Context: an optimization exercise on an open-source flow, tuned for small area, a short achievable clock period and few clock cycles per item. The choices shown serve that exercise and are no tape-out recipe.
At most, simulation tests tie the RTL to the original design; equivalence was not proved.
Function not checked in run 2: the RTL went through the layout flow alone.
Power is estimated from default activity; no workload was simulated.

==> flow/design.v, too long to show whole: its modules and the start of the top module <==
// module nio61_proc: 1344 lines
// module nio61_x2: 7 lines
// module nio61_crc: 300 lines
module nio61_proc (
    input  wire        clk,
    input  wire        rst,
    input  wire        in_valid,
    output wire        in_ready,
    input  wire [7:0]  in_len,
    input  wire [95:0] in_frame,
    output wire        out_valid,
    input  wire        out_ready,
    output wire        out_err,
    output wire [31:0] out_data
);
  // ...
==> flow/flow/run.sh <==
#!/bin/bash
# Layout: the standard flow (standard.sh) with two changes:
#  - synthesis maps the XOR gate module of the checksum network with ABC's
#    speed script (synth_x2.tcl); all else as in the standard synthesis;
#  - the port buffers are sky130_fd_sc_hd__buf_2 cells.
set -euo pipefail
W=$PWD
bash standard.sh SYNTH_SCRIPT=$W/flow/synth_x2.tcl \
  "BUFFER_PORTS_ARGS=-buffer_cell sky130_fd_sc_hd__buf_2" finish > $W/flow.log 2>&1
==> flow/flow/synth_x2.tcl <==
# The standard synthesis (synth_recipe.tcl) with one change: the one-gate
# module nio61_x2 (an XOR), of which the checksum network is built, is mapped
# with ABC's speed script, which maps it to an XOR cell; every other module
# is mapped with the script the flow settings select, exactly as in the
# standard synthesis.  Registers are untouched.
proc synth {args} { yosys synth -nofsm -noshare {*}$args }
proc abc {args} {
  set i [lsearch -exact $args -script]
  set speed [lreplace $args [expr {$i + 1}] [expr {$i + 1}] $::env(SCRIPTS_DIR)/abc_speed.script]
  yosys abc {*}$args nio61_proc nio61_crc
  yosys abc {*}$speed nio61_x2
}
source $::env(SCRIPTS_DIR)/synth.tcl
# left out here: clear keep_hierarchy, flatten, clean up, hide names made inside functions, write 1_2_yosys.v
==> flow/standard.sh <==
#!/bin/bash
# synth_recipe.tcl (not shown) runs the flow's synth.tcl, then flattens the netlist and writes it again
# the make line also repeats each setting of config.mk as NAME=value (left out here)
make -C /OpenROAD-flow-scripts/flow DESIGN_CONFIG=/design/flow/config.mk WORK_HOME=/design/flow/orfs CLKGATE_MAP_FILE= SYNTH_SCRIPT=/design/flow/synth_recipe.tcl "${@:-finish}"
==> flow/config.mk <==
export PLATFORM = sky130hd
export DESIGN_NAME = nio61_proc
export DESIGN_NICKNAME = nio61_proc
export VERILOG_FILES = /design/flow/design.v
export SDC_FILE = /design/flow/constraint.sdc
export NUM_CORES = 4
export LEC_CHECK = 0
export ABC_AREA = 1
export ABC_CLOCK_PERIOD_IN_PS = 3700
export CAP_MARGIN = 20
export CORE_MARGIN = 2
export CORE_UTILIZATION = 60
export CTS_BUF_LIST = sky130_fd_sc_hd__clkbuf_4 sky130_fd_sc_hd__clkbuf_8
export PLACE_DENSITY = 0.75
export SETUP_SLACK_MARGIN = 2.6
export SLEW_MARGIN = 20
export SYNTH_HIERARCHICAL = 1
export SYNTH_MINIMUM_KEEP_SIZE = 0
==> flow/constraint.sdc <==
create_clock -name core_clock -period 6.0 [get_ports {clk}]
set_input_delay 1.2000 -clock core_clock [delete_from_list [all_inputs] [get_ports {clk}]]
set_output_delay 1.2000 -clock core_clock [all_outputs]
set_load 0.01 [all_outputs]
==> out/results.ini, run 1 <==
[status]
status = finished clean

[cells_and_area]
reg.largest.list = rem_q1 (16), p_q15 (15), vm_q1 (15)
nNonClkBuffers = 210
dominant_cells = multi-input gates
mostFrequentLayoutCells = nand2_1 (667), xor2_1 (370), edfxtp_1 (313)
seq_area_um2 = 9560
drive_gt1_share_pct = 16.9
seq_share_pct = 39.6
nClkBuffers = 67
fill_cells = 2752
nonClkBufAreaFrac_pct = 5.24

[pwr]
p_per_area_nw_per_um2 = 298
combPwrFrac_pct = 37.4
finalPower_mw = 7.20
power_switching_mw = 2.61
p_int_mw = 4.59

[sta]
drv_slew = 0
max_freq_ghz = 0.300
rsz0062_at_grt = yes
tightest_slew_ns = 0.665

[placement]
pre_cts_ws_ns = 1.89
placed_cells = 3082

[floorplan]
core-area_um2 = 34500
dieArea_um2 = 36500

[synthesis]
synth.distinct_cells = 51
yosysMostFrequentCell = nand2_1
async_reset_ff_share_pct = 0
synth_top_family_by_area = simple AND/OR/NAND/NOR gates
synthAdderAreaFrac_pct = 0.0476
ys_ff_latch = 321
synth_cells = 2497

[setup_path]
critPathCaptureType = flop
crit_family = simple AND/OR/NAND/NOR gates
critPathKind = reg -> reg

[routing]
wl_um = 51700
vias = 17483
highest_layer = met4
met1_length_um = 20400

[global_route]
grt.met3_usage_pct = 3.62
busiest_layer = met2

[clocking]
root_buffer = clkbuf_8
clkSlewWorstSetupHoldPaths_ns = 0.06
postCtsHoldBufs = 0

[worst_hold_path]
hold_path_startpoint = low9_q3[3]
holdPathStages = 0

Testbench counts, summed over its fixed seeds: cycles 16,064, items 16,000.
==> run 2: changes to the inputs <==
--- a/flow/design.v
+++ b/flow/design.v
@@ -858,52 +858,51 @@
     wire g7_2_0 = !rem_q7[2] && vm_q7[2];  wire p7_2_0 = !rem_q7[2] || vm_q7[2];
     wire g7_3_0 = !rem_q7[3] && vm_q7[3];  wire p7_3_0 = !rem_q7[3] || vm_q7[3];
     wire g7_4_0 = !rem_q7[4] && vm_q7[4];  wire p7_4_0 = !rem_q7[4] || vm_q7[4];
     wire g7_5_0 = !rem_q7[5] && vm_q7[5];  wire p7_5_0 = !rem_q7[5] || vm_q7[5];
     wire g7_6_0 = !rem_q7[6] && vm_q7[6];  wire p7_6_0 = !rem_q7[6] || vm_q7[6];
     wire g7_7_0 = !rem_q7[7] && vm_q7[7];  wire p7_7_0 = !rem_q7[7] || vm_q7[7];
     wire g7_8_0 = !rem_q7[8] && vm_q7[8];  wire p7_8_0 = !rem_q7[8] || vm_q7[8];
     wire g7_1_1 = g7_1_0 || (p7_1_0 && g7_0_0);  wire p7_1_1 = p7_1_0 && p7_0_0;
-    wire g7_3_1 = g7_3_0 || (p7_3_0 && g7_2_0);  wire p7_3_1 = p7_3_0 && p7_2_0;
-    wire g7_5_1 = g7_5_0 || (p7_5_0 && g7_4_0);  wire p7_5_1 = p7_5_0 && p7_4_0;
-    wire g7_7_1 = g7_7_0 || (p7_7_0 && g7_6_0);  wire p7_7_1 = p7_7_0 && p7_6_0;
-    wire g7_9_1 = 1'b0 || (!rem_q7[9] && g7_8_0);  wire p7_9_1 = !rem_q7[9] && p7_8_0;
-    wire g7_2_2 = g7_2_0 || (p7_2_0 && g7_1_1);  wire p7_2_2 = p7_2_0 && p7_1_1;
-    wire g7_3_2 = g7_3_1 || (p7_3_1 && g7_1_1);  wire p7_3_2 = p7_3_1 && p7_1_1;
-    wire g7_6_2 = g7_6_0 || (p7_6_0 && g7_5_1);  wire p7_6_2 = p7_6_0 && p7_5_1;
-    wire g7_7_2 = g7_7_1 || (p7_7_1 && g7_5_1);  wire p7_7_2 = p7_7_1 && p7_5_1;
-    wire g7_4_3 = g7_4_0 || (p7_4_0 && g7_3_2);  wire p7_4_3 = p7_4_0 && p7_3_2;
-    wire g7_5_3 = g7_5_1 || (p7_5_1 && g7_3_2);  wire p7_5_3 = p7_5_1 && p7_3_2;
-    wire g7_6_3 = g7_6_2 || (p7_6_2 && g7_3_2);  wire p7_6_3 = p7_6_2 && p7_3_2;
-    wire g7_7_3 = g7_7_2 || (p7_7_2 && g7_3_2);  wire p7_7_3 = p7_7_2 && p7_3_2;
-    wire g7_8_4 = g7_8_0 || (p7_8_0 && g7_7_3);  wire p7_8_4 = p7_8_0 && p7_7_3;
-    wire g7_9_4 = g7_9_1 || (p7_9_1 && g7_7_3);  wire p7_9_4 = p7_9_1 && p7_7_3;
+    wire g7_3_2 = g7_3_0 || (p7_3_0 && g7_2_0);  wire p7_3_2 = p7_3_0 && p7_2_0;
+    wire g7_5_3 = g7_5_0 || (p7_5_0 && g7_4_0);  wire p7_5_3 = p7_5_0 && p7_4_0;
+    wire g7_7_4 = g7_7_0 || (p7_7_0 && g7_6_0);  wire p7_7_4 = p7_7_0 && p7_6_0;
+    wire g7_9_5 = 1'b0 || (!rem_q7[9] && g7_8_0);  wire p7_9_5 = !rem_q7[9] && p7_8_0;
+    wire g7_3_6 = g7_3_2 || (p7_3_2 && g7_1_1);  wire p7_3_6 = p7_3_2 && p7_1_1;
+    wire g7_7_7 = g7_7_4 || (p7_7_4 && g7_5_3);  wire p7_7_7 = p7_7_4 && p7_5_3;
+    wire g7_7_8 = g7_7_7 || (p7_7_7 && g7_3_6);  wire p7_7_8 = p7_7_7 && p7_3_6;
+    wire g7_5_9 = g7_5_3 || (p7_5_3 && g7_3_6);  wire p7_5_9 = p7_5_3 && p7_3_6;
+    wire g7_9_10 = g7_9_5 || (p7_9_5 && g7_7_8);  wire p7_9_10 = p7_9_5 && p7_7_8;
+    wire g7_2_11 = g7_2_0 || (p7_2_0 && g7_1_1);  wire p7_2_11 = p7_2_0 && p7_1_1;
+    wire g7_4_12 = g7_4_0 || (p7_4_0 && g7_3_6);  wire p7_4_12 = p7_4_0 && p7_3_6;
+    wire g7_6_13 = g7_6_0 || (p7_6_0 && g7_5_9);  wire p7_6_13 = p7_6_0 && p7_5_9;
+    wire g7_8_14 = g7_8_0 || (p7_8_0 && g7_7_8);  wire p7_8_14 = p7_8_0 && p7_7_8;
     wire [10:0] df_7;
-    assign df_7[10] = g7_9_4;
+    assign df_7[10] = g7_9_10;
     wire [9:0] t_7;    
     assign t_7[0] = vm_q7[0] ^ 1'b0;
     assign df_7[0] = rem_q7[0] ^ t_7[0];
     assign t_7[1] = vm_q7[1] ^ g7_0_0;
     assign df_7[1] = rem_q7[1] ^ t_7[1];
     assign t_7[2] = vm_q7[2] ^ g7_1_1;
     assign df_7[2] = rem_q7[2] ^ t_7[2];
-    assign t_7[3] = vm_q7[3] ^ g7_2_2;
+    assign t_7[3] = vm_q7[3] ^ g7_2_11;
     assign df_7[3] = rem_q7[3] ^ t_7[3];
-    assign t_7[4] = vm_q7[4] ^ g7_3_2;
+    assign t_7[4] = vm_q7[4] ^ g7_3_6;
     assign df_7[4] = rem_q7[4] ^ t_7[4];
-    assign t_7[5] = vm_q7[5] ^ g7_4_3;
+    assign t_7[5] = vm_q7[5] ^ g7_4_12;
     assign df_7[5] = rem_q7[5] ^ t_7[5];
-    assign t_7[6] = vm_q7[6] ^ g7_5_3;
+    assign t_7[6] = vm_q7[6] ^ g7_5_9;
     assign df_7[6] = rem_q7[6] ^ t_7[6];
-    assign t_7[7] = vm_q7[7] ^ g7_6_3;
+    assign t_7[7] = vm_q7[7] ^ g7_6_13;
     assign df_7[7] = rem_q7[7] ^ t_7[7];
-    assign t_7[8] = vm_q7[8] ^ g7_7_3;
+    assign t_7[8] = vm_q7[8] ^ g7_7_8;
     assign df_7[8] = rem_q7[8] ^ t_7[8];
-    assign t_7[9] = 1'b0 ^ g7_8_4;
+    assign t_7[9] = 1'b0 ^ g7_8_14;
     assign df_7[9] = rem_q7[9] ^ t_7[9];
     wire bit_7 = !df_7[10];
     wire pk_7 = (sat_q7 || bit_7) && (dd_q7 > 4'd7);
     assign v_c8 = v_q7;
     assign low9_c8 = low9_q7;
     assign sgn_c8 = sgn_q7;
     assign p_c8 = {p_q7, pk_7};
     assign dd_c8 = dd_q7;
@@ -914,48 +913,47 @@
     wire g8_1_0 = !rem_q8[1] && vm_q8[1];  wire p8_1_0 = !rem_q8[1] || vm_q8[1];
     wire g8_2_0 = !rem_q8[2] && vm_q8[2];  wire p8_2_0 = !rem_q8[2] || vm_q8[2];
     wire g8_3_0 = !rem_q8[3] && vm_q8[3];  wire p8_3_0 = !rem_q8[3] || vm_q8[3];
     wire g8_4_0 = !rem_q8[4] && vm_q8[4];  wire p8_4_0 = !rem_q8[4] || vm_q8[4];
     wire g8_5_0 = !rem_q8[5] && vm_q8[5];  wire p8_5_0 = !rem_q8[5] || vm_q8[5];
     wire g8_6_0 = !rem_q8[6] && vm_q8[6];  wire p8_6_0 = !rem_q8[6] || vm_q8[6];
     wire g8_7_0 = !rem_q8[7] && vm_q8[7];  wire p8_7_0 = !rem_q8[7] || vm_q8[7];
     wire g8_1_1 = g8_1_0 || (p8_1_0 && g8_0_0);  wire p8_1_1 = p8_1_0 && p8_0_0;
-    wire g8_3_1 = g8_3_0 || (p8_3_0 && g8_2_0);  wire p8_3_1 = p8_3_0 && p8_2_0;
-    wire g8_5_1 = g8_5_0 || (p8_5_0 && g8_4_0);  wire p8_5_1 = p8_5_0 && p8_4_0;
-    wire g8_7_1 = g8_7_0 || (p8_7_0 && g8_6_0);  wire p8_7_1 = p8_7_0 && p8_6_0;
-    wire g8_2_2 = g8_2_0 || (p8_2_0 && g8_1_1);  wire p8_2_2 = p8_2_0 && p8_1_1;
-    wire g8_3_2 = g8_3_1 || (p8_3_1 && g8_1_1);  wire p8_3_2 = p8_3_1 && p8_1_1;
-    wire g8_6_2 = g8_6_0 || (p8_6_0 && g8_5_1);  wire p8_6_2 = p8_6_0 && p8_5_1;
-    wire g8_7_2 = g8_7_1 || (p8_7_1 && g8_5_1);  wire p8_7_2 = p8_7_1 && p8_5_1;
-    wire g8_4_3 = g8_4_0 || (p8_4_0 && g8_3_2);  wire p8_4_3 = p8_4_0 && p8_3_2;
-    wire g8_5_3 = g8_5_1 || (p8_5_1 && g8_3_2);  wire p8_5_3 = p8_5_1 && p8_3_2;
-    wire g8_6_3 = g8_6_2 || (p8_6_2 && g8_3_2);  wire p8_6_3 = p8_6_2 && p8_3_2;
-    wire g8_7_3 = g8_7_2 || (p8_7_2 && g8_3_2);  wire p8_7_3 = p8_7_2 && p8_3_2;
-    wire g8_8_4 = 1'b0 || (!rem_q8[8] && g8_7_3);  wire p8_8_4 = !rem_q8[8] && p8_7_3;
+    wire g8_3_2 = g8_3_0 || (p8_3_0 && g8_2_0);  wire p8_3_2 = p8_3_0 && p8_2_0;
+    wire g8_5_3 = g8_5_0 || (p8_5_0 && g8_4_0);  wire p8_5_3 = p8_5_0 && p8_4_0;
+    wire g8_7_4 = g8_7_0 || (p8_7_0 && g8_6_0);  wire p8_7_4 = p8_7_0 && p8_6_0;
+    wire g8_3_5 = g8_3_2 || (p8_3_2 && g8_1_1);  wire p8_3_5 = p8_3_2 && p8_1_1;
+    wire g8_7_6 = g8_7_4 || (p8_7_4 && g8_5_3);  wire p8_7_6 = p8_7_4 && p8_5_3;
+    wire g8_7_7 = g8_7_6 || (p8_7_6 && g8_3_5);  wire p8_7_7 = p8_7_6 && p8_3_5;
+    wire g8_5_8 = g8_5_3 || (p8_5_3 && g8_3_5);  wire p8_5_8 = p8_5_3 && p8_3_5;
+    wire g8_2_9 = g8_2_0 || (p8_2_0 && g8_1_1);  wire p8_2_9 = p8_2_0 && p8_1_1;
+    wire g8_4_10 = g8_4_0 || (p8_4_0 && g8_3_5);  wire p8_4_10 = p8_4_0 && p8_3_5;
+    wire g8_6_11 = g8_6_0 || (p8_6_0 && g8_5_8);  wire p8_6_11 = p8_6_0 && p8_5_8;
+    wire g8_8_12 = 1'b0 || (!rem_q8[8] && g8_7_7);  wire p8_8_12 = !rem_q8[8] && p8_7_7;
     wire [9:0] df_8;
-    assign df_8[9] = g8_8_4;
+    assign df_8[9] = g8_8_12;
     wire [8:0] t_8;    
     assign t_8[0] = vm_q8[0] ^ 1'b0;
     assign df_8[0] = rem_q8[0] ^ t_8[0];
     assign t_8[1] = vm_q8[1] ^ g8_0_0;
     assign df_8[1] = rem_q8[1] ^ t_8[1];
     assign t_8[2] = vm_q8[2] ^ g8_1_1;
     assign df_8[2] = rem_q8[2] ^ t_8[2];
-    assign t_8[3] = vm_q8[3] ^ g8_2_2;
+    assign t_8[3] = vm_q8[3] ^ g8_2_9;
     assign df_8[3] = rem_q8[3] ^ t_8[3];
-    assign t_8[4] = vm_q8[4] ^ g8_3_2;
+    assign t_8[4] = vm_q8[4] ^ g8_3_5;
     assign df_8[4] = rem_q8[4] ^ t_8[4];
-    assign t_8[5] = vm_q8[5] ^ g8_4_3;
+    assign t_8[5] = vm_q8[5] ^ g8_4_10;
     assign df_8[5] = rem_q8[5] ^ t_8[5];
-    assign t_8[6] = vm_q8[6] ^ g8_5_3;
+    assign t_8[6] = vm_q8[6] ^ g8_5_8;
     assign df_8[6] = rem_q8[6] ^ t_8[6];
-    assign t_8[7] = vm_q8[7] ^ g8_6_3;
+    assign t_8[7] = vm_q8[7] ^ g8_6_11;
     assign df_8[7] = rem_q8[7] ^ t_8[7];
-    assign t_8[8] = 1'b0 ^ g8_7_3;
+    assign t_8[8] = 1'b0 ^ g8_7_7;
     assign df_8[8] = rem_q8[8] ^ t_8[8];
     wire bit_8 = !df_8[9];
     wire pk_8 = (sat_q8 || bit_8) && (dd_q8 > 4'd8);
     assign v_c9 = v_q8;
     assign low9_c9 = low9_q8;
     assign sgn_c9 = sgn_q8;
     assign p_c9 = {p_q8, pk_8};
     assign dd_c9 = dd_q8;
@@ -965,45 +963,44 @@
     wire g9_0_0 = !rem_q9[0] && vm_q9[0];  wire p9_0_0 = !rem_q9[0] || vm_q9[0];
     wire g9_1_0 = !rem_q9[1] && vm_q9[1];  wire p9_1_0 = !rem_q9[1] || vm_q9[1];
     wire g9_2_0 = !rem_q9[2] && vm_q9[2];  wire p9_2_0 = !rem_q9[2] || vm_q9[2];
     wire g9_3_0 = !rem_q9[3] && vm_q9[3];  wire p9_3_0 = !rem_q9[3] || vm_q9[3];
     wire g9_4_0 = !rem_q9[4] && vm_q9[4];  wire p9_4_0 = !rem_q9[4] || vm_q9[4];
     wire g9_5_0 = !rem_q9[5] && vm_q9[5];  wire p9_5_0 = !rem_q9[5] || vm_q9[5];
     wire g9_6_0 = !rem_q9[6] && vm_q9[6];  wire p9_6_0 = !rem_q9[6] || vm_q9[6];
     wire g9_1_1 = g9_1_0 || (p9_1_0 && g9_0_0);  wire p9_1_1 = p9_1_0 && p9_0_0;
-    wire g9_3_1 = g9_3_0 || (p9_3_0 && g9_2_0);  wire p9_3_1 = p9_3_0 && p9_2_0;
-    wire g9_5_1 = g9_5_0 || (p9_5_0 && g9_4_0);  wire p9_5_1 = p9_5_0 && p9_4_0;
-    wire g9_7_1 = 1'b0 || (!rem_q9[7] && g9_6_0);  wire p9_7_1 = !rem_q9[7] && p9_6_0;
-    wire g9_2_2 = g9_2_0 || (p9_2_0 && g9_1_1);  wire p9_2_2 = p9_2_0 && p9_1_1;
-    wire g9_3_2 = g9_3_1 || (p9_3_1 && g9_1_1);  wire p9_3_2 = p9_3_1 && p9_1_1;
-    wire g9_6_2 = g9_6_0 || (p9_6_0 && g9_5_1);  wire p9_6_2 = p9_6_0 && p9_5_1;
-    wire g9_7_2 = g9_7_1 || (p9_7_1 && g9_5_1);  wire p9_7_2 = p9_7_1 && p9_5_1;
-    wire g9_4_3 = g9_4_0 || (p9_4_0 && g9_3_2);  wire p9_4_3 = p9_4_0 && p9_3_2;
-    wire g9_5_3 = g9_5_1 || (p9_5_1 && g9_3_2);  wire p9_5_3 = p9_5_1 && p9_3_2;
-    wire g9_6_3 = g9_6_2 || (p9_6_2 && g9_3_2);  wire p9_6_3 = p9_6_2 && p9_3_2;
-    wire g9_7_3 = g9_7_2 || (p9_7_2 && g9_3_2);  wire p9_7_3 = p9_7_2 && p9_3_2;
+    wire g9_3_2 = g9_3_0 || (p9_3_0 && g9_2_0);  wire p9_3_2 = p9_3_0 && p9_2_0;
+    wire g9_5_3 = g9_5_0 || (p9_5_0 && g9_4_0);  wire p9_5_3 = p9_5_0 && p9_4_0;
+    wire g9_7_4 = 1'b0 || (!rem_q9[7] && g9_6_0);  wire p9_7_4 = !rem_q9[7] && p9_6_0;
+    wire g9_3_5 = g9_3_2 || (p9_3_2 && g9_1_1);  wire p9_3_5 = p9_3_2 && p9_1_1;
+    wire g9_7_6 = g9_7_4 || (p9_7_4 && g9_5_3);  wire p9_7_6 = p9_7_4 && p9_5_3;
+    wire g9_7_7 = g9_7_6 || (p9_7_6 && g9_3_5);  wire p9_7_7 = p9_7_6 && p9_3_5;
+    wire g9_5_8 = g9_5_3 || (p9_5_3 && g9_3_5);  wire p9_5_8 = p9_5_3 && p9_3_5;
+    wire g9_2_9 = g9_2_0 || (p9_2_0 && g9_1_1);  wire p9_2_9 = p9_2_0 && p9_1_1;
+    wire g9_4_10 = g9_4_0 || (p9_4_0 && g9_3_5);  wire p9_4_10 = p9_4_0 && p9_3_5;
+    wire g9_6_11 = g9_6_0 || (p9_6_0 && g9_5_8);  wire p9_6_11 = p9_6_0 && p9_5_8;
     wire [8:0] df_9;
-    assign df_9[8] = g9_7_3;
+    assign df_9[8] = g9_7_7;
     wire [7:0] t_9;    
     assign t_9[0] = vm_q9[0] ^ 1'b0;
     assign df_9[0] = rem_q9[0] ^ t_9[0];
     assign t_9[1] = vm_q9[1] ^ g9_0_0;
     assign df_9[1] = rem_q9[1] ^ t_9[1];
     assign t_9[2] = vm_q9[2] ^ g9_1_1;
     assign df_9[2] = rem_q9[2] ^ t_9[2];
-    assign t_9[3] = vm_q9[3] ^ g9_2_2;
+    assign t_9[3] = vm_q9[3] ^ g9_2_9;
     assign df_9[3] = rem_q9[3] ^ t_9[3];
-    assign t_9[4] = vm_q9[4] ^ g9_3_2;
+    assign t_9[4] = vm_q9[4] ^ g9_3_5;
     assign df_9[4] = rem_q9[4] ^ t_9[4];
-    assign t_9[5] = vm_q9[5] ^ g9_4_3;
+    assign t_9[5] = vm_q9[5] ^ g9_4_10;
     assign df_9[5] = rem_q9[5] ^ t_9[5];
-    assign t_9[6] = vm_q9[6] ^ g9_5_3;
+    assign t_9[6] = vm_q9[6] ^ g9_5_8;
     assign df_9[6] = rem_q9[6] ^ t_9[6];
-    assign t_9[7] = 1'b0 ^ g9_6_3;
+    assign t_9[7] = 1'b0 ^ g9_6_11;
     assign df_9[7] = rem_q9[7] ^ t_9[7];
     wire bit_9 = !df_9[8];
     wire pk_9 = (sat_q9 || bit_9) && (dd_q9 > 4'd9);
     assign v_c10 = v_q9;
     assign low9_c10 = low9_q9;
     assign sgn_c10 = sgn_q9;
     assign p_c10 = {p_q9, pk_9};
     assign dd_c10 = dd_q9;
@@ -1012,40 +1009,39 @@
     assign sat_c10 = sat_q9 || (bit_9 && df_9[7]);
     wire g10_0_0 = !rem_q10[0] && vm_q10[0];  wire p10_0_0 = !rem_q10[0] || vm_q10[0];
     wire g10_1_0 = !rem_q10[1] && vm_q10[1];  wire p10_1_0 = !rem_q10[1] || vm_q10[1];
     wire g10_2_0 = !rem_q10[2] && vm_q10[2];  wire p10_2_0 = !rem_q10[2] || vm_q10[2];
     wire g10_3_0 = !rem_q10[3] && vm_q10[3];  wire p10_3_0 = !rem_q10[3] || vm_q10[3];
     wire g10_4_0 = !rem_q10[4] && vm_q10[4];  wire p10_4_0 = !rem_q10[4] || vm_q10[4];
     wire g10_5_0 = !rem_q10[5] && vm_q10[5];  wire p10_5_0 = !rem_q10[5] || vm_q10[5];
     wire g10_1_1 = g10_1_0 || (p10_1_0 && g10_0_0);  wire p10_1_1 = p10_1_0 && p10_0_0;
-    wire g10_3_1 = g10_3_0 || (p10_3_0 && g10_2_0);  wire p10_3_1 = p10_3_0 && p10_2_0;
-    wire g10_5_1 = g10_5_0 || (p10_5_0 && g10_4_0);  wire p10_5_1 = p10_5_0 && p10_4_0;
-    wire g10_2_2 = g10_2_0 || (p10_2_0 && g10_1_1);  wire p10_2_2 = p10_2_0 && p10_1_1;
-    wire g10_3_2 = g10_3_1 || (p10_3_1 && g10_1_1);  wire p10_3_2 = p10_3_1 && p10_1_1;
-    wire g10_6_2 = 1'b0 || (!rem_q10[6] && g10_5_1);  wire p10_6_2 = !rem_q10[6] && p10_5_1;
-    wire g10_4_3 = g10_4_0 || (p10_4_0 && g10_3_2);  wire p10_4_3 = p10_4_0 && p10_3_2;
-    wire g10_5_3 = g10_5_1 || (p10_5_1 && g10_3_2);  wire p10_5_3 = p10_5_1 && p10_3_2;
-    wire g10_6_3 = g10_6_2 || (p10_6_2 && g10_3_2);  wire p10_6_3 = p10_6_2 && p10_3_2;
+    wire g10_3_2 = g10_3_0 || (p10_3_0 && g10_2_0);  wire p10_3_2 = p10_3_0 && p10_2_0;
+    wire g10_5_3 = g10_5_0 || (p10_5_0 && g10_4_0);  wire p10_5_3 = p10_5_0 && p10_4_0;
+    wire g10_3_4 = g10_3_2 || (p10_3_2 && g10_1_1);  wire p10_3_4 = p10_3_2 && p10_1_1;
+    wire g10_5_5 = g10_5_3 || (p10_5_3 && g10_3_4);  wire p10_5_5 = p10_5_3 && p10_3_4;
+    wire g10_2_6 = g10_2_0 || (p10_2_0 && g10_1_1);  wire p10_2_6 = p10_2_0 && p10_1_1;
+    wire g10_4_7 = g10_4_0 || (p10_4_0 && g10_3_4);  wire p10_4_7 = p10_4_0 && p10_3_4;
+    wire g10_6_8 = 1'b0 || (!rem_q10[6] && g10_5_5);  wire p10_6_8 = !rem_q10[6] && p10_5_5;
     wire [7:0] df_10;
-    assign df_10[7] = g10_6_3;
+    assign df_10[7] = g10_6_8;
     wire [6:0] t_10;    
     assign t_10[0] = vm_q10[0] ^ 1'b0;
     assign df_10[0] = rem_q10[0] ^ t_10[0];
     assign t_10[1] = vm_q10[1] ^ g10_0_0;
     assign df_10[1] = rem_q10[1] ^ t_10[1];
     assign t_10[2] = vm_q10[2] ^ g10_1_1;
     assign df_10[2] = rem_q10[2] ^ t_10[2];
-    assign t_10[3] = vm_q10[3] ^ g10_2_2;
+    assign t_10[3] = vm_q10[3] ^ g10_2_6;
     assign df_10[3] = rem_q10[3] ^ t_10[3];
-    assign t_10[4] = vm_q10[4] ^ g10_3_2;
+    assign t_10[4] = vm_q10[4] ^ g10_3_4;
     assign df_10[4] = rem_q10[4] ^ t_10[4];
-    assign t_10[5] = vm_q10[5] ^ g10_4_3;
+    assign t_10[5] = vm_q10[5] ^ g10_4_7;
     assign df_10[5] = rem_q10[5] ^ t_10[5];
-    assign t_10[6] = 1'b0 ^ g10_5_3;
+    assign t_10[6] = 1'b0 ^ g10_5_5;
     assign df_10[6] = rem_q10[6] ^ t_10[6];
     wire bit_10 = !df_10[7];
     wire pk_10 = (sat_q10 || bit_10) && (dd_q10 > 4'd10);
     assign v_c11 = v_q10;
     assign low9_c11 = low9_q10;
     assign sgn_c11 = sgn_q10;
     assign p_c11 = {p_q10, pk_10};
     assign dd_c11 = dd_q10;
@@ -1053,96 +1049,96 @@
     assign vm_c11 = vm_q10[5:1];
     assign sat_c11 = sat_q10 || (bit_10 && df_10[6]);
     wire g11_0_0 = !rem_q11[0] && vm_q11[0];  wire p11_0_0 = !rem_q11[0] || vm_q11[0];
     wire g11_1_0 = !rem_q11[1] && vm_q11[1];  wire p11_1_0 = !rem_q11[1] || vm_q11[1];
     wire g11_2_0 = !rem_q11[2] && vm_q11[2];  wire p11_2_0 = !rem_q11[2] || vm_q11[2];
     wire g11_3_0 = !rem_q11[3] && vm_q11[3];  wire p11_3_0 = !rem_q11[3] || vm_q11[3];
     wire g11_4_0 = !rem_q11[4] && vm_q11[4];  wire p11_4_0 = !rem_q11[4] || vm_q11[4];
     wire g11_1_1 = g11_1_0 || (p11_1_0 && g11_0_0);  wire p11_1_1 = p11_1_0 && p11_0_0;
-    wire g11_3_1 = g11_3_0 || (p11_3_0 && g11_2_0);  wire p11_3_1 = p11_3_0 && p11_2_0;
-    wire g11_5_1 = 1'b0 || (!rem_q11[5] && g11_4_0);  wire p11_5_1 = !rem_q11[5] && p11_4_0;
-    wire g11_2_2 = g11_2_0 || (p11_2_0 && g11_1_1);  wire p11_2_2 = p11_2_0 && p11_1_1;
-    wire g11_3_2 = g11_3_1 || (p11_3_1 && g11_1_1);  wire p11_3_2 = p11_3_1 && p11_1_1;
-    wire g11_4_3 = g11_4_0 || (p11_4_0 && g11_3_2);  wire p11_4_3 = p11_4_0 && p11_3_2;
-    wire g11_5_3 = g11_5_1 || (p11_5_1 && g11_3_2);  wire p11_5_3 = p11_5_1 && p11_3_2;
+    wire g11_3_2 = g11_3_0 || (p11_3_0 && g11_2_0);  wire p11_3_2 = p11_3_0 && p11_2_0;
+    wire g11_5_3 = 1'b0 || (!rem_q11[5] && g11_4_0);  wire p11_5_3 = !rem_q11[5] && p11_4_0;
+    wire g11_3_4 = g11_3_2 || (p11_3_2 && g11_1_1);  wire p11_3_4 = p11_3_2 && p11_1_1;
+    wire g11_5_5 = g11_5_3 || (p11_5_3 && g11_3_4);  wire p11_5_5 = p11_5_3 && p11_3_4;
+    wire g11_2_6 = g11_2_0 || (p11_2_0 && g11_1_1);  wire p11_2_6 = p11_2_0 && p11_1_1;
+    wire g11_4_7 = g11_4_0 || (p11_4_0 && g11_3_4);  wire p11_4_7 = p11_4_0 && p11_3_4;
     wire [6:0] df_11;
-    assign df_11[6] = g11_5_3;
+    assign df_11[6] = g11_5_5;
     wire [5:0] t_11;    
     assign t_11[0] = vm_q11[0] ^ 1'b0;
     assign df_11[0] = rem_q11[0] ^ t_11[0];
     assign t_11[1] = vm_q11[1] ^ g11_0_0;
     assign df_11[1] = rem_q11[1] ^ t_11[1];
     assign t_11[2] = vm_q11[2] ^ g11_1_1;
     assign df_11[2] = rem_q11[2] ^ t_11[2];
-    assign t_11[3] = vm_q11[3] ^ g11_2_2;
+    assign t_11[3] = vm_q11[3] ^ g11_2_6;
     assign df_11[3] = rem_q11[3] ^ t_11[3];
-    assign t_11[4] = vm_q11[4] ^ g11_3_2;
+    assign t_11[4] = vm_q11[4] ^ g11_3_4;
     assign df_11[4] = rem_q11[4] ^ t_11[4];
-    assign t_11[5] = 1'b0 ^ g11_4_3;
+    assign t_11[5] = 1'b0 ^ g11_4_7;
     assign df_11[5] = rem_q11[5] ^ t_11[5];
     wire bit_11 = !df_11[6];
     wire pk_11 = (sat_q11 || bit_11) && (dd_q11 > 4'd11);
     assign v_c12 = v_q11;
     assign low9_c12 = low9_q11;
     assign sgn_c12 = sgn_q11;
     assign p_c12 = {p_q11, pk_11};
     assign dd_c12 = dd_q11;
     assign rem_c12 = rem_q11[4:0] ^ ({5{bit_11}} & t_11[4:0]);
     assign vm_c12 = vm_q11[4:1];
     assign sat_c12 = sat_q11 || (bit_11 && df_11[5]);
     wire g12_0_0 = !rem_q12[0] && vm_q12[0];  wire p12_0_0 = !rem_q12[0] || vm_q12[0];
     wire g12_1_0 = !rem_q12[1] && vm_q12[1];  wire p12_1_0 = !rem_q12[1] || vm_q12[1];
     wire g12_2_0 = !rem_q12[2] && vm_q12[2];  wire p12_2_0 = !rem_q12[2] || vm_q12[2];
     wire g12_3_0 = !rem_q12[3] && vm_q12[3];  wire p12_3_0 = !rem_q12[3] || vm_q12[3];
     wire g12_1_1 = g12_1_0 || (p12_1_0 && g12_0_0);  wire p12_1_1 = p12_1_0 && p12_0_0;
-    wire g12_3_1 = g12_3_0 || (p12_3_0 && g12_2_0);  wire p12_3_1 = p12_3_0 && p12_2_0;
-    wire g12_2_2 = g12_2_0 || (p12_2_0 && g12_1_1);  wire p12_2_2 = p12_2_0 && p12_1_1;
-    wire g12_3_2 = g12_3_1 || (p12_3_1 && g12_1_1);  wire p12_3_2 = p12_3_1 && p12_1_1;
-    wire g12_4_3 = 1'b0 || (!rem_q12[4] && g12_3_2);  wire p12_4_3 = !rem_q12[4] && p12_3_2;
+    wire g12_3_2 = g12_3_0 || (p12_3_0 && g12_2_0);  wire p12_3_2 = p12_3_0 && p12_2_0;
+    wire g12_3_3 = g12_3_2 || (p12_3_2 && g12_1_1);  wire p12_3_3 = p12_3_2 && p12_1_1;
+    wire g12_2_4 = g12_2_0 || (p12_2_0 && g12_1_1);  wire p12_2_4 = p12_2_0 && p12_1_1;
+    wire g12_4_5 = 1'b0 || (!rem_q12[4] && g12_3_3);  wire p12_4_5 = !rem_q12[4] && p12_3_3;
     wire [5:0] df_12;
-    assign df_12[5] = g12_4_3;
+    assign df_12[5] = g12_4_5;
     wire [4:0] t_12;    
     assign t_12[0] = vm_q12[0] ^ 1'b0;
     assign df_12[0] = rem_q12[0] ^ t_12[0];
     assign t_12[1] = vm_q12[1] ^ g12_0_0;
     assign df_12[1] = rem_q12[1] ^ t_12[1];
     assign t_12[2] = vm_q12[2] ^ g12_1_1;
     assign df_12[2] = rem_q12[2] ^ t_12[2];
-    assign t_12[3] = vm_q12[3] ^ g12_2_2;
+    assign t_12[3] = vm_q12[3] ^ g12_2_4;
     assign df_12[3] = rem_q12[3] ^ t_12[3];
-    assign t_12[4] = 1'b0 ^ g12_3_2;
+    assign t_12[4] = 1'b0 ^ g12_3_3;
     assign df_12[4] = rem_q12[4] ^ t_12[4];
     wire bit_12 = !df_12[5];
     wire pk_12 = (sat_q12 || bit_12) && (dd_q12 > 4'd12);
     assign v_c13 = v_q12;
     assign low9_c13 = low9_q12;
     assign sgn_c13 = sgn_q12;
     assign p_c13 = {p_q12, pk_12};
     assign dd_c13 = dd_q12;
     assign rem_c13 = rem_q12[3:0] ^ ({4{bit_12}} & t_12[3:0]);
     assign vm_c13 = vm_q12[3:1];
     assign sat_c13 = sat_q12 || (bit_12 && df_12[4]);
     wire g13_0_0 = !rem_q13[0] && vm_q13[0];  wire p13_0_0 = !rem_q13[0] || vm_q13[0];
     wire g13_1_0 = !rem_q13[1] && vm_q13[1];  wire p13_1_0 = !rem_q13[1] || vm_q13[1];
     wire g13_2_0 = !rem_q13[2] && vm_q13[2];  wire p13_2_0 = !rem_q13[2] || vm_q13[2];
     wire g13_1_1 = g13_1_0 || (p13_1_0 && g13_0_0);  wire p13_1_1 = p13_1_0 && p13_0_0;
-    wire g13_3_1 = 1'b0 || (!rem_q13[3] && g13_2_0);  wire p13_3_1 = !rem_q13[3] && p13_2_0;
-    wire g13_2_2 = g13_2_0 || (p13_2_0 && g13_1_1);  wire p13_2_2 = p13_2_0 && p13_1_1;
-    wire g13_3_2 = g13_3_1 || (p13_3_1 && g13_1_1);  wire p13_3_2 = p13_3_1 && p13_1_1;
+    wire g13_3_2 = 1'b0 || (!rem_q13[3] && g13_2_0);  wire p13_3_2 = !rem_q13[3] && p13_2_0;
+    wire g13_3_3 = g13_3_2 || (p13_3_2 && g13_1_1);  wire p13_3_3 = p13_3_2 && p13_1_1;
+    wire g13_2_4 = g13_2_0 || (p13_2_0 && g13_1_1);  wire p13_2_4 = p13_2_0 && p13_1_1;
     wire [4:0] df_13;
-    assign df_13[4] = g13_3_2;
+    assign df_13[4] = g13_3_3;
     wire [3:0] t_13;    
     assign t_13[0] = vm_q13[0] ^ 1'b0;
     assign df_13[0] = rem_q13[0] ^ t_13[0];
     assign t_13[1] = vm_q13[1] ^ g13_0_0;
     assign df_13[1] = rem_q13[1] ^ t_13[1];
     assign t_13[2] = vm_q13[2] ^ g13_1_1;
     assign df_13[2] = rem_q13[2] ^ t_13[2];
-    assign t_13[3] = 1'b0 ^ g13_2_2;
+    assign t_13[3] = 1'b0 ^ g13_2_4;
     assign df_13[3] = rem_q13[3] ^ t_13[3];
     wire bit_13 = !df_13[4];
     wire pk_13 = (sat_q13 || bit_13) && (dd_q13 > 4'd13);
     assign v_c14 = v_q13;
     assign low9_c14 = low9_q13;
     assign sgn_c14 = sgn_q13;
     assign p_c14 = {p_q13, pk_13};
     assign dd_c14 = dd_q13;
==> flow/config.mk (replaced) <==
export PLATFORM = sky130hd
export DESIGN_NAME = nio61_proc
export DESIGN_NICKNAME = nio61_proc
export VERILOG_FILES = /design/flow/design.v
export SDC_FILE = /design/flow/constraint.sdc
export NUM_CORES = 4
export LEC_CHECK = 0
export ABC_AREA = 1
export ABC_CLOCK_PERIOD_IN_PS = 3700
export CAP_MARGIN = 20
export CORE_MARGIN = 2
export CORE_UTILIZATION = 40
export CTS_BUF_LIST = sky130_fd_sc_hd__clkbuf_4 sky130_fd_sc_hd__clkbuf_8
export CTS_CLUSTER_DIAMETER = 60
export CTS_CLUSTER_SIZE = 20
export PLACE_DENSITY = 0.6
export SETUP_SLACK_MARGIN = 2.6
export SLEW_MARGIN = 20
export SYNTH_HIERARCHICAL = 1
export SYNTH_MINIMUM_KEEP_SIZE = 0
==> out/results.ini, run 2 <==
[floorplan]
start_util_pct = 40.6  ; was 60.8%
io_pins = 143  ; unchanged
core-area_um2 = 51500  ; was 34500 um2
die_x_um = 233  ; was 191 um
dieArea_um2 = 54200  ; was 36500 um2
rows = 83  ; was 68
die-height_um = 233  ; was 191 um

[cells_and_area]
final_core_util_pct = 46.1  ; was 69.9%
reg.largest.list = rem_q1 (16), p_q15 (15), vm_q1 (15)  ; unchanged
multiInputGateArea_um2 = 10300  ; was 10400 um2
fill_cells = 4959  ; was 2752
design_area_um2 = 23700  ; was 24100 um2
diodes = 0  ; unchanged
drive_gt1_share_pct = 15.3  ; was 16.9%
fin_cells = 3370  ; was 3246
mostFrequentLayoutCells = nand2_1 (647), xor2_1 (369), edfxtp_1 (313)  ; was nand2_1 (667), xor2_1 (370), edfxtp_1 (313)
final_common_cell = nand2_1  ; unchanged
largest_reg_flops = 16  ; unchanged
syn_to_final_growth_pct = 13.4  ; was 14.9%
top_register = rem_q1  ; unchanged
seq_area_um2 = 9560  ; unchanged
final_net_count = 2778  ; was 2857

[placement]
placement.io_buffers = 136  ; unchanged
placed_cells = 3261  ; was 3082
globalplace.congestion = 0.949  ; was 0.942
dp_hpwl_um = 40300  ; was 40000 um
placed_cell_area_um2 = 22400  ; was 22200 um2

[setup_path]
critPathCaptureType = flop  ; unchanged
critPathLaunchType = input port  ; was flop
crit_chain = buf_2, nor2_2, nand2_1, nor2_4, nand3_4, inv_1, nand4_1, nand2_1, xor2_2, inv_1, nand2_1, nand2_1, nor2_2, nand2_1, nor2_2, nor2_4, buf_4, inv_2, nor2_1, xor2_1  ; was inv_2, nand2_2, nand2_1, inv_2, nand2_1, inv_2, nand2_1, nand2_1, a21oi_4, buf_12, buf_4, buf_4, nand4_1, nand3_2, nand2_1, nor2_2, nand2_1, a21oi_4, nor2_4, buf_4, nand4_1, nand2_1
cpMaxStageDelayCell = xor2_2  ; was edfxtp_1
worstPathArrival_ns = 3.63  ; was 3.68 ns
cp.depth = 20  ; was 22
crit_family = simple AND/OR/NAND/NOR gates  ; unchanged
cp.buffers_inverters = 5  ; was 7
max_stage_delay_ns = 0.21  ; was 0.47 ns
cp_max_fo = 6  ; was 13
crit_top_cell = nand2_1  ; unchanged
critPathKind = in -> reg  ; was reg -> reg
worstPathRequired_ns = 6.36  ; was 6.35 ns
r2r_cells = 19  ; was 22

[synthesis]
synth_warnings = 7  ; unchanged
synth_area_per_cell_um2 = 8.55  ; was 8.41 um2
ys.flop_type = edfxtp_1  ; unchanged
synth_top_cell_by_area = edfxtp_1  ; unchanged
yosysMostFrequentCell = nand2_1  ; unchanged
ys_top_cells_by_count = nand2_1 (654), xor2_1 (378), edfxtp_1 (313)  ; was nand2_1 (683), xor2_1 (384), inv_1 (317)
synth.distinct_cells = 57  ; was 51
synth-edff-count = 313  ; unchanged
ys_seq_area_share_pct = 45.7  ; was 45.5%
ys_ff_latch = 321  ; unchanged
yosysTopAreaCellShare_pct = 44.9  ; was 44.7%
synth_cells = 2449  ; was 2497
ys_top_cells_by_area = edfxtp_1 (45%), xor2_1 (16%), nand2_1 (12%)  ; unchanged
async_reset_ff_share_pct = 0  ; unchanged
synth_area_um2 = 20900  ; was 21000 um2

[sta]
min_period_ns = 3.27  ; was 3.33 ns
finalHoldViolCount = 0  ; unchanged
skew_ns = 0.0349  ; was 0.0197 ns
rsz0062_at_grt = no  ; was yes
setup_viol = 0  ; unchanged
drv_slew = 0  ; unchanged
finalSetupTns_ns = 0  ; unchanged
max_freq_ghz = 0.306  ; was 0.300 GHz
tightest_slew_ns = 0.972  ; was 0.665 ns
relSlewSlack_pct = 34.7  ; was 55.4%
fin_crit_sh_pct = 54.5  ; was 55.5%

[global_route]
overflow = 0  ; unchanged
grt_max_degree = 48  ; unchanged
grt_pass1_vias = 15588  ; was 16706
grtUsageTotal_pct = 18.3  ; was 28.1%
grt_pass1_wl_um = 79400  ; was 81000 um
grt_antenna_before_repair = 0  ; unchanged

[clocking]
worstSkewPairLatency_ns = 0.64  ; was 0.62 ns
cts_tree = yes  ; unchanged
clkSlewWorstSetupHoldPaths_ns = 0.11  ; was 0.06 ns
cts_buffers = 29  ; was 52
cts.sinks = 321  ; unchanged
cts_buffer_depth = 3  ; unchanged
cts_max_level = 1  ; was 2
root_buffer = clkbuf_8  ; unchanged

[pwr]
p_per_area_nw_per_um2 = 285  ; was 298 nW/um2
power_leakage_nw = 10.8  ; was 11.3 nW
ir_drop_mv = 0.191  ; was 0.184 mV

[routing]
via_per_inst = 4.85  ; was 5.39
firstDrtPassIters = 6  ; unchanged
avgRoutedWirePerCell_um = 14.8  ; was 15.9 um
wl_um = 49900  ; was 51700 um
drt.antenna.violating_nets = 0  ; unchanged
drc_errors = 0  ; unchanged
vias = 16330  ; was 17483
dr.first_iter.drc_count = 918  ; was 1063

[run]
maxCapViolCount = 0  ; unchanged

[worst_hold_path]
holdPathStages = 0  ; unchanged
min_path_type = reg -> reg  ; unchanged

[status]
status = finished clean  ; unchanged

[run 2: changes by cell type after synthesis, moves of 8 or more]
cell and delta:
o21ai_0 -13, xnor2_1 +13, nand3_1 +9, nand2_1 -29, inv_2 +12, inv_1 -31, nor2_1 -8
[run 2: power breakdown]
| part | total [mW] | internal (mW) | switching (mW) |
|---|---|---|---|
| clock network | 1.39 | 0.601 | 0.792 |
| registers | 2.67 | 2.60 | 0.0688 |
| logic | 2.69 | 1.00 | 1.69 |
| total | 6.76 | 4.20 | 2.55 |
[run 2: worst paths after layout]
kind                            slack [ns]         start        end
worst min register to register        0.40       p_q9[1]   p_q11[3]
worst max register to register        2.81     rem_q1[8]  rem_q3[9]
worst max-delay path                  2.73  in_frame[41]  rem_q1[5]
worst min-delay path                  0.40       p_q9[1]   p_q11[3]
[run 2: cell type report]
class                   count  share of cell area [%]
flip-flops and latches    321                    40.3
clock inverters            19                   0.980
inverters                 320                    5.10
well taps                 680                    3.58
multi-input cells        1798                    43.3
clock buffers              32                    1.78
repair buffers            200                    5.01
[run 2: per-stage QoR]
stage	hold slack [ns]	setup WS, ns	total power [mW]
2_1_floorplan	0.400	2.60	4.70
3_3_place_gp	0.401	1.92	5.21
3_5_place_dp	0.405	1.90	5.24
4_1_cts	0.378	2.64	6.67
5_1_grt	0.395	2.54	7.23
6_report	0.396	2.73	6.76
[run 2: kinds of logic (layout without fill, tap and decap cells)]
logic type | count (synthesis) | after routing | synth area share [%]
other | 1 | 6 | 0.0179
AO/OA/AOI/OAI | 168 | 169 | 4.85
flip-flops | 321 | 321 | 45.7
AND/OR/NAND/NOR | 1210 | 1212 | 25.8
adder cells (fa/ha/maj) | 2 | 2 | 0.102
buffers and inverters | 338 | 571 | 6.44
XOR/XNOR | 409 | 409 | 17.2
[run 2: worst register-to-register path: cells and delay by family, from the launching register on]
kind                   cells  cell delay, ns
AO/OA/AOI/OAI              1            0.05
flip-flops                 1            0.46
AND/OR/NAND/NOR           11            1.34
buffers and inverters      6            0.79
XOR/XNOR                   1            0.31
[run 2: modules after synthesis, one instance, submodules excluded]
module / cells inside / copies in the design / flops+latches
nio61_crc: 18 / 1 / 0
nio61_proc: 2139 / 1 / 321
nio61_x2: 1 / 292 / 0
[run 2: timing repair]
action                                  CTS  global route
buffers inserted                          8            47
gates resized for setup                   4            42
endpoints found under the setup margin   17            61
cloned                                    0             3
pin swaps                                 2            15
hold buffers                              0             0
[run 2: layer usage]
| layer | vias up | wire (um) | global-route usage (%) |
|---|---|---|---|
| met5 | - | 0 | 0 |
| met4 | 0 | 1360 | 5.41 |
| met3 | 78 | 1980 | 1.89 |
| met2 | 330 | 24800 | 33.1 |
| met1 | 7503 | 21700 | 23.0 |
| li1 | 8419 | - | - |

-- afterwards: timing with drivers on the ports --
The flow's constraints put no driver on any port. The routed layouts listed below were extracted and timed again, unchanged, in two steps. Step 1: set_driving_cell puts a clkbuf_16 on clk and a buf_2 on each other input, an assumption about the parent block. Step 2 moves the port delays by t, midway between the first and last clock arrival at a register: inputs arrive t later, outputs are due t later. That takes back most of the time a late clock gives input paths. Three values: ideal ports, drivers, drivers and shift; two values: the first two.
| run | t (ns) | setup slack, ns | hold slack, ns | clock arrival spread, ns |
|---|---|---|---|---|
| run 1 | 0.662 | 2.670 / 2.670 / 2.101 | 0.412 / 0.412 / 0.412 | 0.021 / 0.022 |
| run 2 | 0.667 | 2.728 / 2.756 / 2.089 | 0.396 / 0.396 / 0.396 | 0.038 / 0.039 |
After both steps every run listed still meets setup and hold. For run 2, which loses most, drivers alone change the setup slack by +0.028 ns; drivers and shift together by -0.639 ns.
